From an optimization exercise on the open Yosys and OpenROAD flow, aimed at small area and a short achievable clock period; shortcuts taken in it are not production practice.
RTL that was checked went through simulation tests only; none was proved equivalent to the original.
The clock port is modelled as an ideal driver; clocking choices that lean on that would not hold on a real chip.
Power is estimated from default activity; no workload was simulated.

==> v2: inputs <==
==> flow/design.v <==
module link_engine (
    input  wire        clk,
    input  wire        role,           
    input  wire        op_valid,
    input  wire [11:0] op,
    output wire        op_ready,
    output reg         rsp_ok,
    output reg  [7:0]  rsp_data,
    output reg         line_req_out,
    output reg         line_dc_out
);
    localparam integer N = 50;
    localparam [2:0] S_IDLE = 3'd0,    
                     S_RS   = 3'd1,    
                     S_RC   = 3'd2,    
                     S_RCA  = 3'd3,    
                     S_RDY  = 3'd4,    
                     S_DTX  = 3'd5,    
                     S_DCF  = 3'd6,    
                     S_DCA  = 3'd7;    
    assign op_ready = 1'b1;
    reg [2:0]     ls;
    reg [8*N-1:0] txm;                  
    reg [8*N-1:0] rxm;
    reg [4:0]     tx_wh, rx_wh;         
    reg [9:0]     tx_wl, rx_wl;         
    reg [4:0]     tx_rh, rx_rh;         
    reg [9:0]     tx_rl, rx_rl;         
    reg           tx_ne, tx_full, rx_ne, rx_full;
    reg [2:0]     tx_idx, rx_idx;
    reg [7:0]     tx_byte;              
    reg [6:0]     rx_sh;                
    wire [7:0] tx_head, rx_rsp;
    wire [15:0] tx_part_n, rx_part_n;    
    wire       tx_wr_to_rd, tx_rd_to_wr, rx_wr_to_rd, rx_rd_to_wr;
    wire [4:0] tx_whf = tx_wh | {5{tx_full}};
    wire [4:0] rx_whf = rx_wh | {5{rx_full}};
    genvar s;
    generate
        for (s = 0; s < N; s = s + 1) begin : g_slot
            always @(posedge clk) begin
                if (!(tx_whf[s / 10] | tx_wl[s % 10]))
                    txm[8*s +: 8] <= op[7:0];
                if (!(rx_whf[s / 10] | rx_wl[s % 10]))
                    rxm[8*s +: 8] <= {op[0], rx_sh};
            end
        end
    endgenerate
    le_head_mux tx_mux (.rh(tx_rh), .rl(tx_rl), .m(txm), .part_n(tx_part_n));
    le_head_mux rx_mux (.rh(rx_rh), .rl(rx_rl), .m(rxm), .part_n(rx_part_n));
    le_ptr_cmp tx_cmp (.wh(tx_wh), .wl(tx_wl), .rh(tx_rh), .rl(tx_rl),
                       .wr_next_is_rd(tx_wr_to_rd), .rd_next_is_wr(tx_rd_to_wr));
    le_ptr_cmp rx_cmp (.wh(rx_wh), .wl(rx_wl), .rh(rx_rh), .rl(rx_rl),
                       .wr_next_is_rd(rx_wr_to_rd), .rd_next_is_wr(rx_rd_to_wr));
    wire tx_pending = (tx_idx != 3'd7) || tx_ne;
    wire       grp_cmd_n, grp_edge_n;
    wire [3:0] sub_n;
    le_nand3 u_gcmd  (.a(op_valid), .b(~op[11]), .c(~op[10]), .y(grp_cmd_n));
    le_nand3 u_gedge (.a(op_valid), .b(op[11]),  .c(~op[10]), .y(grp_edge_n));
    le_nand2 u_sub0  (.a(~op[9]), .b(~op[8]), .y(sub_n[0]));
    le_nand2 u_sub1  (.a(~op[9]), .b(op[8]),  .y(sub_n[1]));
    le_nand2 u_sub2  (.a(op[9]),  .b(~op[8]), .y(sub_n[2]));
    le_nand2 u_sub3  (.a(op[9]),  .b(op[8]),  .y(sub_n[3]));
    wire is_init, is_send, is_recv, is_avail, ev_rqf, ev_rqr, ev_dcf, ev_dcr;
    le_nor2 u_init  (.a(grp_cmd_n),  .b(sub_n[0]), .y(is_init));
    le_nor2 u_send  (.a(grp_cmd_n),  .b(sub_n[1]), .y(is_send));
    le_nor2 u_recv  (.a(grp_cmd_n),  .b(sub_n[2]), .y(is_recv));
    le_nor2 u_avail (.a(grp_cmd_n),  .b(sub_n[3]), .y(is_avail));
    le_nor2 u_rqf   (.a(grp_edge_n), .b(sub_n[0]), .y(ev_rqf));
    le_nor2 u_rqr   (.a(grp_edge_n), .b(sub_n[1]), .y(ev_rqr));
    le_nor2 u_dcf   (.a(grp_edge_n), .b(sub_n[2]), .y(ev_dcf));
    le_nor2 u_dcr   (.a(grp_edge_n), .b(sub_n[3]), .y(ev_dcr));
    wire t1 = ev_dcf && ls == S_RS;
    wire t2 = ev_dcr && ls == S_RCA;
    wire t3 = ev_dcf && ls == S_DTX;
    wire t4 = ev_dcr && ls == S_DCA;
    wire t5 = ev_rqf && ls == S_IDLE;
    wire t6 = ev_rqf && ls == S_RS && role;
    wire t7 = ev_rqr && ls == S_RC;
    wire t8 = ev_rqf && ls == S_RDY;
    wire t9 = ev_rqr && ls == S_DCF;
    wire tx_deq_ok = ls == S_RCA && tx_idx == 3'd7 && tx_ne;
    wire rx_enq_ok = ls == S_RDY && rx_idx == 3'd6 && !rx_full;
    wire tx_enq, tx_deq, rx_enq, rx_deq;
    le_nor3 u_txe (.a(grp_cmd_n),  .b(sub_n[1]), .c(tx_full),    .y(tx_enq));
    le_nor3 u_txd (.a(grp_edge_n), .b(sub_n[3]), .c(!tx_deq_ok), .y(tx_deq));
    le_nor3 u_rxe (.a(grp_edge_n), .b(sub_n[0]), .c(!rx_enq_ok), .y(rx_enq));
    le_nor3 u_rxd (.a(grp_cmd_n),  .b(sub_n[2]), .c(!rx_ne),     .y(rx_deq));
    genvar k;
    generate
        for (k = 0; k < 8; k = k + 1) begin : g_head
            le_nor2 u_tx (.a(tx_part_n[2*k]), .b(tx_part_n[2*k+1]), .y(tx_head[k]));
            le_nor3 u_rx (.a(rx_part_n[2*k]), .b(rx_part_n[2*k+1]), .c(!rx_deq), .y(rx_rsp[k]));
        end
    endgenerate
    wire [2:0] tx_idx_inc = tx_idx + 3'd1;
    wire       tx_bit = (tx_idx == 3'd7) ? (tx_ne && tx_byte[0]) : tx_byte[tx_idx_inc];
    always @(posedge clk) begin
        rsp_ok   <= is_init || tx_enq || ((is_recv || is_avail) && rx_ne);
        rsp_data <= rx_rsp;
        if (is_init) begin
            ls           <= S_IDLE;
            line_req_out <= 1'b1;
            line_dc_out  <= 1'b1;
        end else if (tx_enq && !tx_ne && ls == S_IDLE) begin
            ls           <= S_RS;
            line_req_out <= 1'b0;
        end else if (t1) begin
            ls           <= S_RCA;
            line_req_out <= 1'b1;
        end else if (t2) begin
            ls           <= S_DTX;
            line_req_out <= 1'b0;
            line_dc_out  <= tx_bit;
        end else if (t3) begin
            ls           <= S_DCA;
            line_req_out <= 1'b1;
            line_dc_out  <= 1'b1;
        end else if (t5 || t6) begin
            ls           <= S_RC;
            line_req_out <= 1'b1;
            line_dc_out  <= 1'b0;
        end else if (t7) begin
            ls           <= S_RDY;
            line_dc_out  <= 1'b1;
        end else if (t8) begin
            ls           <= S_DCF;
            line_dc_out  <= 1'b0;
        end else if (t4 || t9) begin
            line_dc_out  <= 1'b1;
            if (tx_pending) begin
                ls           <= S_RS;
                line_req_out <= 1'b0;
            end else begin
                ls           <= S_IDLE;
            end
        end
        if (is_init) begin
            tx_ne   <= 1'b0;
            tx_full <= 1'b0;
            tx_idx  <= 3'd7;
        end else if (tx_enq) begin
            tx_ne   <= 1'b1;
            tx_full <= tx_wr_to_rd;
        end else if (t2) begin
            if (tx_idx != 3'd7)
                tx_idx <= tx_idx_inc;
            else if (tx_ne) begin
                tx_idx  <= 3'd0;
                tx_full <= 1'b0;
                tx_ne   <= !tx_rd_to_wr;
            end
        end
        if (tx_idx == 3'd7)
            tx_byte <= tx_ne ? tx_head : op[7:0];
        if (is_init) begin
            rx_ne   <= 1'b0;
            rx_full <= 1'b0;
            rx_idx  <= 3'd7;
        end else if (t8) begin
            rx_idx <= rx_idx + 3'd1;
            if (rx_enq) begin
                rx_ne   <= 1'b1;
                rx_full <= rx_wr_to_rd;
            end
        end else if (rx_deq) begin
            rx_full <= 1'b0;
            rx_ne   <= !rx_rd_to_wr;
        end
        if (t8)
            rx_sh <= {op[0], rx_sh[6:1]};
        if (is_init) begin
            tx_wl <= 10'h3FE;  tx_wh <= 5'h1E;
            tx_rl <= 10'h001;  tx_rh <= 5'h01;
            rx_wl <= 10'h3FE;  rx_wh <= 5'h1E;
            rx_rl <= 10'h001;  rx_rh <= 5'h01;
        end else begin
            if (tx_enq) begin
                tx_wl <= {tx_wl[8:0], tx_wl[9]};
                if (!tx_wl[9]) tx_wh <= {tx_wh[3:0], tx_wh[4]};
            end
            if (tx_deq) begin
                tx_rl <= {tx_rl[8:0], tx_rl[9]};
                if (tx_rl[9]) tx_rh <= {tx_rh[3:0], tx_rh[4]};
            end
            if (rx_enq) begin
                rx_wl <= {rx_wl[8:0], rx_wl[9]};
                if (!rx_wl[9]) rx_wh <= {rx_wh[3:0], rx_wh[4]};
            end
            if (rx_deq) begin
                rx_rl <= {rx_rl[8:0], rx_rl[9]};
                if (rx_rl[9]) rx_rh <= {rx_rh[3:0], rx_rh[4]};
            end
        end
    end
endmodule
module le_head_mux (
    input  wire [4:0]   rh,
    input  wire [9:0]   rl,
    input  wire [399:0] m,
    output wire [15:0]  part_n
);
    wire [49:0]  nsel;               
    wire [199:0] y;                  
    genvar g, b;
    generate
        for (g = 0; g < 50; g = g + 1) begin : g_sel
            assign nsel[g] = ~(rh[g / 10] & rl[g % 10]);
        end
        for (g = 0; g < 25; g = g + 1) begin : g_pair
            for (b = 0; b < 8; b = b + 1) begin : g_bit
                le_oai22 u (.a1(nsel[2*g]),   .a2(m[16*g + b]),
                            .b1(nsel[2*g+1]), .b2(m[16*g + 8 + b]),
                            .y(y[8*g + b]));
            end
        end
        for (b = 0; b < 8; b = b + 1) begin : g_and
            wire [24:0] col;
            for (g = 0; g < 25; g = g + 1) begin : g_c
                assign col[g] = y[8*g + b];
            end
            assign part_n[2*b]   = |col[11:0];
            assign part_n[2*b+1] = |col[24:12];
        end
    endgenerate
endmodule
module le_ptr_cmp (
    input  wire [4:0] wh,
    input  wire [9:0] wl,
    input  wire [4:0] rh,
    input  wire [9:0] rl,
    output wire       wr_next_is_rd,
    output wire       rd_next_is_wr
);
    wire [9:0] wl_n = {wl[8:0], wl[9]};
    wire [9:0] rl_n = {rl[8:0], rl[9]};
    wire [4:0] wh_n = wl[9] ? wh : {wh[3:0], wh[4]};
    wire [4:0] rh_n = rl[9] ? {rh[3:0], rh[4]} : rh;
    assign wr_next_is_rd = |(~wl_n & rl) & |(~wh_n & rh);
    assign rd_next_is_wr = |(rl_n & ~wl) & |(rh_n & ~wh);
endmodule
module le_oai22 (
    input  wire a1, a2, b1, b2,
    output wire y
);
    assign y = ~((a1 | a2) & (b1 | b2));
endmodule
module le_nand2 (input wire a, b, output wire y);
    assign y = ~(a & b);
endmodule
module le_nand3 (input wire a, b, c, output wire y);
    assign y = ~(a & b & c);
endmodule
module le_nor2 (input wire a, b, output wire y);
    assign y = ~(a | b);
endmodule
module le_nor3 (input wire a, b, c, output wire y);
    assign y = ~(a | b | c);
endmodule
==> flow/flow/run.sh <==
#!/bin/bash
set -euo pipefail
bash standard.sh "BUFFER_PORTS_ARGS=-buffer_cell sky130_fd_sc_hd__buf_2" \
    "CTS_ARGS=-sink_clustering_enable -repair_clock_nets -sink_clustering_size 30 -sink_clustering_max_diameter 80 -buf_list sky130_fd_sc_hd__clkbuf_16 -dont_use_dummy_load" \
    finish > orfs_make.log 2>&1
==> flow/standard.sh <==
#!/bin/bash
# synth_recipe.tcl (not shown) runs the flow's synth.tcl, then flattens the netlist and writes it again
# the make line also repeats each setting of config.mk as NAME=value (left out here)
make -C /OpenROAD-flow-scripts/flow DESIGN_CONFIG=/design/flow/config.mk WORK_HOME=/design/flow/orfs CLKGATE_MAP_FILE= SYNTH_SCRIPT=/design/flow/synth_recipe.tcl "${@:-finish}"
==> flow/config.mk <==
export PLATFORM = sky130hd
export DESIGN_NAME = link_engine
export DESIGN_NICKNAME = link_engine
export VERILOG_FILES = /design/flow/design.v
export SDC_FILE = /design/flow/constraint.sdc
export NUM_CORES = 4
export LEC_CHECK = 0
export CAP_MARGIN = 10
export CORE_MARGIN = 2
export CORE_UTILIZATION = 70
export CTS_BUF_LIST = sky130_fd_sc_hd__clkbuf_16
export CTS_CLUSTER_DIAMETER = 80
export CTS_CLUSTER_SIZE = 30
export SETUP_SLACK_MARGIN = 2.95
export SLEW_MARGIN = 10
export SYNTH_HIERARCHICAL = 1
export SYNTH_MINIMUM_KEEP_SIZE = 0
==> flow/constraint.sdc <==
create_clock -name core_clock -period 5.0 [get_ports {clk}]
set_input_delay 1.0000 -clock core_clock [delete_from_list [all_inputs] [get_ports {clk}]]
set_output_delay 1.0000 -clock core_clock [all_outputs]
set_load 0.01 [all_outputs]
==> inputs of v1, as changes to v2 <==
==> flow/config.mk (replaced) <==
export PLATFORM = sky130hd
export DESIGN_NAME = link_engine
export DESIGN_NICKNAME = link_engine
export VERILOG_FILES = /design/flow/design.v
export SDC_FILE = /design/flow/constraint.sdc
export NUM_CORES = 4
export LEC_CHECK = 0
export CAP_MARGIN = 20
export CORE_MARGIN = 2
export CORE_UTILIZATION = 70
export CTS_BUF_LIST = sky130_fd_sc_hd__clkbuf_16
export CTS_CLUSTER_DIAMETER = 80
export CTS_CLUSTER_SIZE = 30
export SETUP_SLACK_MARGIN = 2.88
export SLEW_MARGIN = 20
export SYNTH_HIERARCHICAL = 1
export SYNTH_MINIMUM_KEEP_SIZE = 0
==> inputs of v36, as changes to v2 <==
--- a/flow/config.mk
+++ b/flow/config.mk
@@ -5,13 +5,14 @@
 export SDC_FILE = /design/flow/constraint.sdc
 export NUM_CORES = 4
 export LEC_CHECK = 0
-export CAP_MARGIN = 10
+export CAP_MARGIN = 20
 export CORE_MARGIN = 2
 export CORE_UTILIZATION = 70
 export CTS_BUF_LIST = sky130_fd_sc_hd__clkbuf_16
 export CTS_CLUSTER_DIAMETER = 80
 export CTS_CLUSTER_SIZE = 30
+export PLACE_DENSITY = 0.5
 export SETUP_SLACK_MARGIN = 2.95
-export SLEW_MARGIN = 10
+export SLEW_MARGIN = 20
 export SYNTH_HIERARCHICAL = 1
 export SYNTH_MINIMUM_KEEP_SIZE = 0
==> qor summary <==
Final instance area: v2 0.0356 mm2; v36 0.0357 mm2; v1 0.0353 mm2
Syn-to-layout area delta: v2 8.19%; v36 8.23%; v1 6.98%
Total vias in the final route: v2 19,500; v36 19,500; v1 19,500
Cell with the largest stage delay on the worst path: v2 dfxtp_4; v36 dfxtp_4; v1 nor3_1
Post-cts sizing count: v2 102; v36 102; v1 60
Total leakage power: v2 0.0112 uW; v36 0.0112 uW; v1 0.0110 uW
Post-Place Worst Slack: v2 1.97 ns; v36 1.97 ns; v1 1.75 ns
Net switching power of the design: v2 3660 uW; v36 3660 uW; v1 3640 uW
CP arrival: v2 1.08 ns; v36 1.08 ns; v1 2.62 ns
Number of buffers outside the clock class in the layout: v2 58; v36 58; v1 52
FF-to-FF path depth: v2 5; v36 5; v1 6
Run status: v2 complete, no violations; v36 complete, no violations; v1 complete, no violations
VDD IR max: v2 0.000387 V; v36 0.000387 V; v1 0.000519 V
CTS Buf Count: v2 37; v36 37; v1 36
HPWL after detailed placement: v2 48,500 um; v36 48,500 um; v1 48,900 um
DRC marker count from the first detailed-route iteration: v2 2,691; v36 2,482; v1 2,761
Endpoint of the most critical setup path: v2 line_dc_out; v36 line_dc_out; v1 tx_byte[6]
Worst Path Max Fanout: v2 2; v36 2; v1 15
Multi-input comb cells: v2 1,096; v36 1,096; v1 1,098

* * *

==> job 9310: inputs <==
RTL: the design.v shown in full above, as it stands there.
export LEC_CHECK = 0
export CAP_MARGIN = 20
export CORE_MARGIN = 2
export CORE_UTILIZATION = 70
export CTS_BUF_LIST = sky130_fd_sc_hd__clkbuf_16
export CTS_CLUSTER_DIAMETER = 80
export CTS_CLUSTER_SIZE = 30
export SETUP_SLACK_MARGIN = 2.8
export SLEW_MARGIN = 20
export SYNTH_HIERARCHICAL = 1
export SYNTH_MINIMUM_KEEP_SIZE = 0
create_clock -name core_clock -period 5.0 [get_ports {clk}]
standard.sh (not shown) runs the stock make flow with config.mk's settings and CLKGATE_MAP_FILE= SYNTH_SCRIPT=/design/flow/synth_recipe.tcl, a recipe that flattens the netlist after the stock synthesis.
==> flow/flow/run.sh <==
#!/bin/bash
# Standard ORFS layout, with the port buffers made from buf_4 cells instead
# of the buffer that buffer_ports picks by default.
set -euo pipefail
bash standard.sh "BUFFER_PORTS_ARGS=-buffer_cell sky130_fd_sc_hd__buf_4" finish > orfs_make.log 2>&1
==> inputs of job 9504, as changes to job 9310 <==
==> flow/design.v, changed modules only <==
module link_engine (
    input  wire        clk,
    input  wire        role,           
    input  wire        op_valid,
    input  wire [11:0] op,
    output wire        op_ready,
    output reg         rsp_ok,
    output reg  [7:0]  rsp_data,
    output reg         line_req_out,
    output reg         line_dc_out
);
    localparam integer N = 50;
    localparam [2:0] S_IDLE = 3'd0,    
                     S_RS   = 3'd1,    
                     S_RC   = 3'd2,    
                     S_RCA  = 3'd3,    
                     S_RDY  = 3'd4,    
                     S_DTX  = 3'd5,    
                     S_DCF  = 3'd6,    
                     S_DCA  = 3'd7;    
    assign op_ready = 1'b1;
    reg [2:0]     ls;
    reg [8*N-1:0] txm;                  
    reg [8*N-1:0] rxm;
    reg [4:0]     tx_wh, rx_wh;         
    reg [9:0]     tx_wl, rx_wl;         
    reg [4:0]     tx_rh, rx_rh;         
    reg [9:0]     tx_rl, rx_rl;         
    reg           tx_ne, tx_full, rx_ne, rx_full;
    reg [2:0]     tx_idx, rx_idx;
    reg [7:0]     tx_byte;              
    reg [6:0]     rx_sh;                
    wire [7:0] tx_head, rx_rsp;
    wire [15:0] tx_part_n, rx_part_n;    
    wire       tx_wr_to_rd, tx_rd_to_wr, rx_wr_to_rd, rx_rd_to_wr;
    le_ptr_cmp tx_cmp (.wh(tx_wh), .wl(tx_wl), .rh(tx_rh), .rl(tx_rl),
                       .wr_next_is_rd(tx_wr_to_rd), .rd_next_is_wr(tx_rd_to_wr));
    le_ptr_cmp rx_cmp (.wh(rx_wh), .wl(rx_wl), .rh(rx_rh), .rl(rx_rl),
                       .wr_next_is_rd(rx_wr_to_rd), .rd_next_is_wr(rx_rd_to_wr));
    wire [4:0] tx_whf = tx_wh | {5{tx_full}};
    wire [4:0] rx_whf = rx_wh | {5{rx_full}};
    genvar s;
    generate
        for (s = 0; s < N; s = s + 1) begin : g_slot
            always @(posedge clk) begin
                if (!(tx_whf[s / 10] | tx_wl[s % 10]))
                    txm[8*s +: 8] <= op[7:0];
                if (!(rx_whf[s / 10] | rx_wl[s % 10]))
                    rxm[8*s +: 8] <= {op[0], rx_sh};
            end
        end
    endgenerate
    le_head_mux tx_mux (.rh(tx_rh), .rl(tx_rl), .m(txm), .part_n(tx_part_n));
    le_head_mux rx_mux (.rh(rx_rh), .rl(rx_rl), .m(rxm), .part_n(rx_part_n));
    wire tx_pending = (tx_idx != 3'd7) || tx_ne;
    wire       grp_cmd_n, grp_edge_n;
    wire [3:0] sub_n;
    le_nand3 u_gcmd  (.a(op_valid), .b(~op[11]), .c(~op[10]), .y(grp_cmd_n));
    le_nand3 u_gedge (.a(op_valid), .b(op[11]),  .c(~op[10]), .y(grp_edge_n));
    wire grp_cmd  = ~grp_cmd_n;
    wire grp_edge = ~grp_edge_n;
    le_nand2 u_sub0  (.a(~op[9]), .b(~op[8]), .y(sub_n[0]));
    le_nand2 u_sub1  (.a(~op[9]), .b(op[8]),  .y(sub_n[1]));
    le_nand2 u_sub2  (.a(op[9]),  .b(~op[8]), .y(sub_n[2]));
    le_nand2 u_sub3  (.a(op[9]),  .b(op[8]),  .y(sub_n[3]));
    wire is_init, is_send, is_recv, is_avail, ev_rqf, ev_rqr, ev_dcf, ev_dcr;
    le_nor2 u_init  (.a(grp_cmd_n),  .b(sub_n[0]), .y(is_init));
    le_nor2 u_send  (.a(grp_cmd_n),  .b(sub_n[1]), .y(is_send));
    le_nor2 u_recv  (.a(grp_cmd_n),  .b(sub_n[2]), .y(is_recv));
    le_nor2 u_avail (.a(grp_cmd_n),  .b(sub_n[3]), .y(is_avail));
    le_nor2 u_rqf   (.a(grp_edge_n), .b(sub_n[0]), .y(ev_rqf));
    le_nor2 u_rqr   (.a(grp_edge_n), .b(sub_n[1]), .y(ev_rqr));
    le_nor2 u_dcf   (.a(grp_edge_n), .b(sub_n[2]), .y(ev_dcf));
    le_nor2 u_dcr   (.a(grp_edge_n), .b(sub_n[3]), .y(ev_dcr));
    wire tx_deq_ok = ls == S_RCA && tx_idx == 3'd7 && tx_ne;
    wire rx_enq_ok = ls == S_RDY && rx_idx == 3'd6 && !rx_full;
    wire t2 = ev_dcr && ls == S_RCA;
    wire t8 = ev_rqf && ls == S_RDY;
    wire tx_enq, tx_deq, rx_enq, rx_deq;
    le_nor3 u_txe (.a(grp_cmd_n),  .b(sub_n[1]), .c(tx_full),    .y(tx_enq));
    le_nor3 u_txd (.a(grp_edge_n), .b(sub_n[3]), .c(!tx_deq_ok), .y(tx_deq));
    le_nor3 u_rxe (.a(grp_edge_n), .b(sub_n[0]), .c(!rx_enq_ok), .y(rx_enq));
    le_nor3 u_rxd (.a(grp_cmd_n),  .b(sub_n[2]), .c(!rx_ne),     .y(rx_deq));
    genvar k;
    generate
        for (k = 0; k < 8; k = k + 1) begin : g_head
            le_nor2 u_tx (.a(tx_part_n[2*k]), .b(tx_part_n[2*k+1]), .y(tx_head[k]));
            le_nor3 u_rx (.a(rx_part_n[2*k]), .b(rx_part_n[2*k+1]), .c(!rx_deq), .y(rx_rsp[k]));
        end
    endgenerate
    wire [2:0] tx_idx_inc = tx_idx + 3'd1;
    wire       tx_bit = (tx_idx == 3'd7) ? (tx_ne && tx_byte[0]) : tx_byte[tx_idx_inc];
    wire cmpl = ls == S_DCA || ls == S_DCF;         
    wire [2:0] ls_cmpl = tx_pending ? S_RS : S_IDLE;
    wire send_go = !tx_ne && ls == S_IDLE;          
    reg [4:0] c_init, c_send, c_rqf, c_rqr, c_dcf, c_dcr;
    wire [4:0] hold = {ls, line_req_out, line_dc_out};
    always @* begin
        c_init = {S_IDLE, 1'b1, 1'b1};
        c_send = send_go ? {S_RS, 1'b0, line_dc_out} : hold;
        case (ls)
            S_IDLE:  c_rqf = {S_RC, 1'b1, 1'b0};                                   
            S_RS:    c_rqf = role ? {S_RC, 1'b1, 1'b0} : hold;                     
            S_RDY:   c_rqf = {S_DCF, line_req_out, 1'b0};                          
            default: c_rqf = hold;
        endcase
        case (ls)
            S_RC:    c_rqr = {S_RDY, line_req_out, 1'b1};                          
            S_DCF:   c_rqr = {ls_cmpl, tx_pending ? 1'b0 : line_req_out, 1'b1};    
            default: c_rqr = hold;
        endcase
        case (ls)
            S_RS:    c_dcf = {S_RCA, 1'b1, line_dc_out};                           
            S_DTX:   c_dcf = {S_DCA, 1'b1, 1'b1};                                  
            default: c_dcf = hold;
        endcase
        case (ls)
            S_RCA:   c_dcr = {S_DTX, 1'b0, tx_bit};                                
            S_DCA:   c_dcr = {ls_cmpl, tx_pending ? 1'b0 : line_req_out, 1'b1};    
            default: c_dcr = hold;
        endcase
    end
    wire [4:0] n_state;
    wire       n_ok;
    genvar j;
    generate
        for (j = 0; j < 5; j = j + 1) begin : g_next
            wire m_cmd, m_edge, m_ev;
            le_mux4 u_c (.s0(op[8]), .s1(op[9]), .d0(c_init[j]), .d1(c_send[j]),
                         .d2(hold[j]), .d3(hold[j]), .y(m_cmd));
            le_mux4 u_e (.s0(op[8]), .s1(op[9]), .d0(c_rqf[j]), .d1(c_rqr[j]),
                         .d2(c_dcf[j]), .d3(c_dcr[j]), .y(m_edge));
            le_mux2 u_g (.s(grp_edge), .d0(hold[j]), .d1(m_edge), .y(m_ev));
            le_mux2 u_n (.s(grp_cmd), .d0(m_ev), .d1(m_cmd), .y(n_state[j]));
        end
    endgenerate
    wire [2:0] n_ls  = n_state[4:2];
    wire       n_req = n_state[1];
    wire       n_dc  = n_state[0];
    wire m_ok;
    le_mux4 u_ok (.s0(op[8]), .s1(op[9]), .d0(1'b1), .d1(!tx_full),
                  .d2(rx_ne), .d3(rx_ne), .y(m_ok));
    le_and2 u_okg (.a(grp_cmd), .b(m_ok), .y(n_ok));
    always @(posedge clk) begin
        rsp_ok       <= n_ok;
        rsp_data     <= rx_rsp;
        ls           <= n_ls;
        line_req_out <= n_req;
        line_dc_out  <= n_dc;
        if (is_init) begin
            tx_ne   <= 1'b0;
            tx_full <= 1'b0;
            tx_idx  <= 3'd7;
        end else if (tx_enq) begin
            tx_ne   <= 1'b1;
            tx_full <= tx_wr_to_rd;
        end else if (t2) begin
            if (tx_idx != 3'd7)
                tx_idx <= tx_idx_inc;
            else if (tx_ne) begin
                tx_idx  <= 3'd0;
                tx_full <= 1'b0;
                tx_ne   <= !tx_rd_to_wr;
            end
        end
        if (tx_idx == 3'd7)
            tx_byte <= tx_ne ? tx_head : op[7:0];
        if (is_init) begin
            rx_ne   <= 1'b0;
            rx_full <= 1'b0;
            rx_idx  <= 3'd7;
        end else if (t8) begin
            rx_idx <= rx_idx + 3'd1;
            if (rx_enq) begin
                rx_ne   <= 1'b1;
                rx_full <= rx_wr_to_rd;
            end
        end else if (rx_deq) begin
            rx_full <= 1'b0;
            rx_ne   <= !rx_rd_to_wr;
        end
        if (t8)
            rx_sh <= {op[0], rx_sh[6:1]};
        if (is_init) begin
            tx_wl <= 10'h3FE;  tx_wh <= 5'h1E;
            tx_rl <= 10'h001;  tx_rh <= 5'h01;
            rx_wl <= 10'h3FE;  rx_wh <= 5'h1E;
            rx_rl <= 10'h001;  rx_rh <= 5'h01;
        end else begin
            if (tx_enq) begin
                tx_wl <= {tx_wl[8:0], tx_wl[9]};
                if (!tx_wl[9]) tx_wh <= {tx_wh[3:0], tx_wh[4]};
            end
            if (tx_deq) begin
                tx_rl <= {tx_rl[8:0], tx_rl[9]};
                if (tx_rl[9]) tx_rh <= {tx_rh[3:0], tx_rh[4]};
            end
            if (rx_enq) begin
                rx_wl <= {rx_wl[8:0], rx_wl[9]};
                if (!rx_wl[9]) rx_wh <= {rx_wh[3:0], rx_wh[4]};
            end
            if (rx_deq) begin
                rx_rl <= {rx_rl[8:0], rx_rl[9]};
                if (rx_rl[9]) rx_rh <= {rx_rh[3:0], rx_rh[4]};
            end
        end
    end
endmodule
module le_mux2 (input wire s, d0, d1, output wire y);
    assign y = s ? d1 : d0;
endmodule
module le_mux4 (input wire s0, s1, d0, d1, d2, d3, output wire y);
    assign y = s1 ? (s0 ? d3 : d2) : (s0 ? d1 : d0);
endmodule
module le_and2 (input wire a, b, output wire y);
    assign y = a & b;
endmodule
==> flow/flow/run.sh (replaced) <==
#!/bin/bash
set -euo pipefail
here=$(pwd)
bash standard.sh "BUFFER_PORTS_ARGS=-buffer_cell sky130_fd_sc_hd__buf_4" \
    "POST_CTS_TCL=$here/flow/drop_clock_root.tcl" finish > orfs_make.log 2>&1
==> flow/flow/drop_clock_root.tcl (new file) <==
proc drop_clock_root {} {
  set block [ord::get_db_block]
  set root [$block findInst clkbuf_0_clk]
  if {$root == "NULL"} { puts "drop_clock_root: no root buffer"; return }
  set in_net [[$root findITerm A] getNet]
  set out_net [[$root findITerm X] getNet]
  set loads {}
  foreach it [$out_net getITerms] { if {[$it isInputSignal]} { lappend loads $it } }
  set others 0
  foreach it [$in_net getITerms] { if {[$it getInst] != $root} { incr others } }
  if {[llength $loads] + $others > 4 || [llength [$out_net getBTerms]] > 0} { puts "drop_clock_root: [llength $loads] loads, kept"; return }
  [$root findITerm A] disconnect
  [$root findITerm X] disconnect
  foreach it $loads { $it disconnect; $it connect $in_net }
  odb::dbInst_destroy $root
  odb::dbNet_destroy $out_net
  puts "drop_clock_root: port now drives [llength $loads] buffers"
}
drop_clock_root
--- a/flow/config.mk
+++ b/flow/config.mk
@@ -12,5 +12,5 @@
 export CTS_CLUSTER_DIAMETER = 80
 export CTS_CLUSTER_SIZE = 30
-export SETUP_SLACK_MARGIN = 2.8
+export SETUP_SLACK_MARGIN = 3.1
 export SLEW_MARGIN = 20
 export SYNTH_HIERARCHICAL = 1
==> summary of the runs <==
In job 9310 the die area is lower than in job 9504, by 1.0%.
Against job 9310, the sequential share of layout area of job 9504 is lower by 5.2 points.
Against job 9504, the count of clock-buffer cells in the layout of job 9310 is higher by 2.
Of job 9310 and job 9504, job 9504 has the higher final cell count (gap 3.6%, measured against job 9504).
Between job 9504 and job 9310, the lower area after synthesis is in job 9310 (gap 1.1%, measured against job 9310).
In job 9504 the cell area is larger than in job 9310, by 7.8%.
Between job 9310 and job 9504, the lower critical path depth is in job 9310 (gap 4).
Against job 9310, the worst hold slack of job 9504 is better by 0.059 ns.
Job 9310 completed without violations. Job 9504 finished with timing, DRC and antenna clean.
==> figures <==
item	job 9310	job 9504
Run status	finished clean	finished clean
Die Footprint	48800 µm²	49300 µm²
Maximum clock frequency	449 MHz	402 MHz
Worst min-delay path startpoint	rx_sh[1]$_DFFE_PP_	tx_idx[1]$_SDFFE_PP1P_
Clock buffer cells	38	36
Hold path endpoint	rx_sh[0]$_DFFE_PP_	tx_idx[1]$_SDFFE_PP1P_
Maximum number of pins on one net before global-route repair	59	71
Delay of the slowest critical-path stage	0.55 ns	0.49 ns
Setup ws final	2.78 ns	2.51 ns
Count of cell types in the netlist	56	51
Nets@finish	2131	2242
Power per unit of standard cell area	424 nW/µm²	416 nW/µm²
Chip width	221 µm	222 µm
Area of the core	46600 µm²	46800 µm²
Crit. Startpoint	rx_rl[6]$_SDFFE_PP0P_	tx_idx[0]$_SDFFE_PP1P_
Fraction of area in registers	74.5%	69.3%
Fraction of the mapped netlist area in simple logic gates	8.27%	8.07%
The RTL of job 9504 was laid out without a check of its function.

==> afterwards: timing with drivers on the ports <==
Ports are ideal in the flow. The routed layouts listed here were re-timed in OpenROAD. Step 1, drivers: a clkbuf_16 drives clk and a buf_2 each remaining input, both assumed. Step 2 times the ports against the registers' clock, not the clock port: input delays grow and output delays shrink by t, the midpoint of the rising clock arrivals with the driver on. a / b / c = ideal / step 1 / step 2; a / b = the first two.
run | t (ns) | setup WS [ns] | hold WS [ns] | worst setup path at the end | pins driven straight from the clock port
v2 | 0.641 | 2.919 / 2.860 / 2.395 | 0.460 / 0.460 / 0.460 | input to register | 1
v1 | 0.643 | 2.845 / 2.845 / 2.288 | 0.526 / 0.526 / 0.526 | input to register | 1
v36 | 0.640 | 2.921 / 2.862 / 2.393 | 0.470 / 0.470 / 0.470 | input to register | 1
job 9310 | 0.644 | 2.775 / 2.775 / 2.267 | 0.464 / 0.464 / 0.464 | input to register | 1
job 9504 | 0.516 | 2.512 / 2.512 / 2.426 | 0.523 / 0.523 / 0.523 | input to register | 4
After both steps every run listed still meets setup and hold. For v1, which loses most, drivers alone change the setup slack by 0.000 ns; drivers and shift together by -0.557 ns.
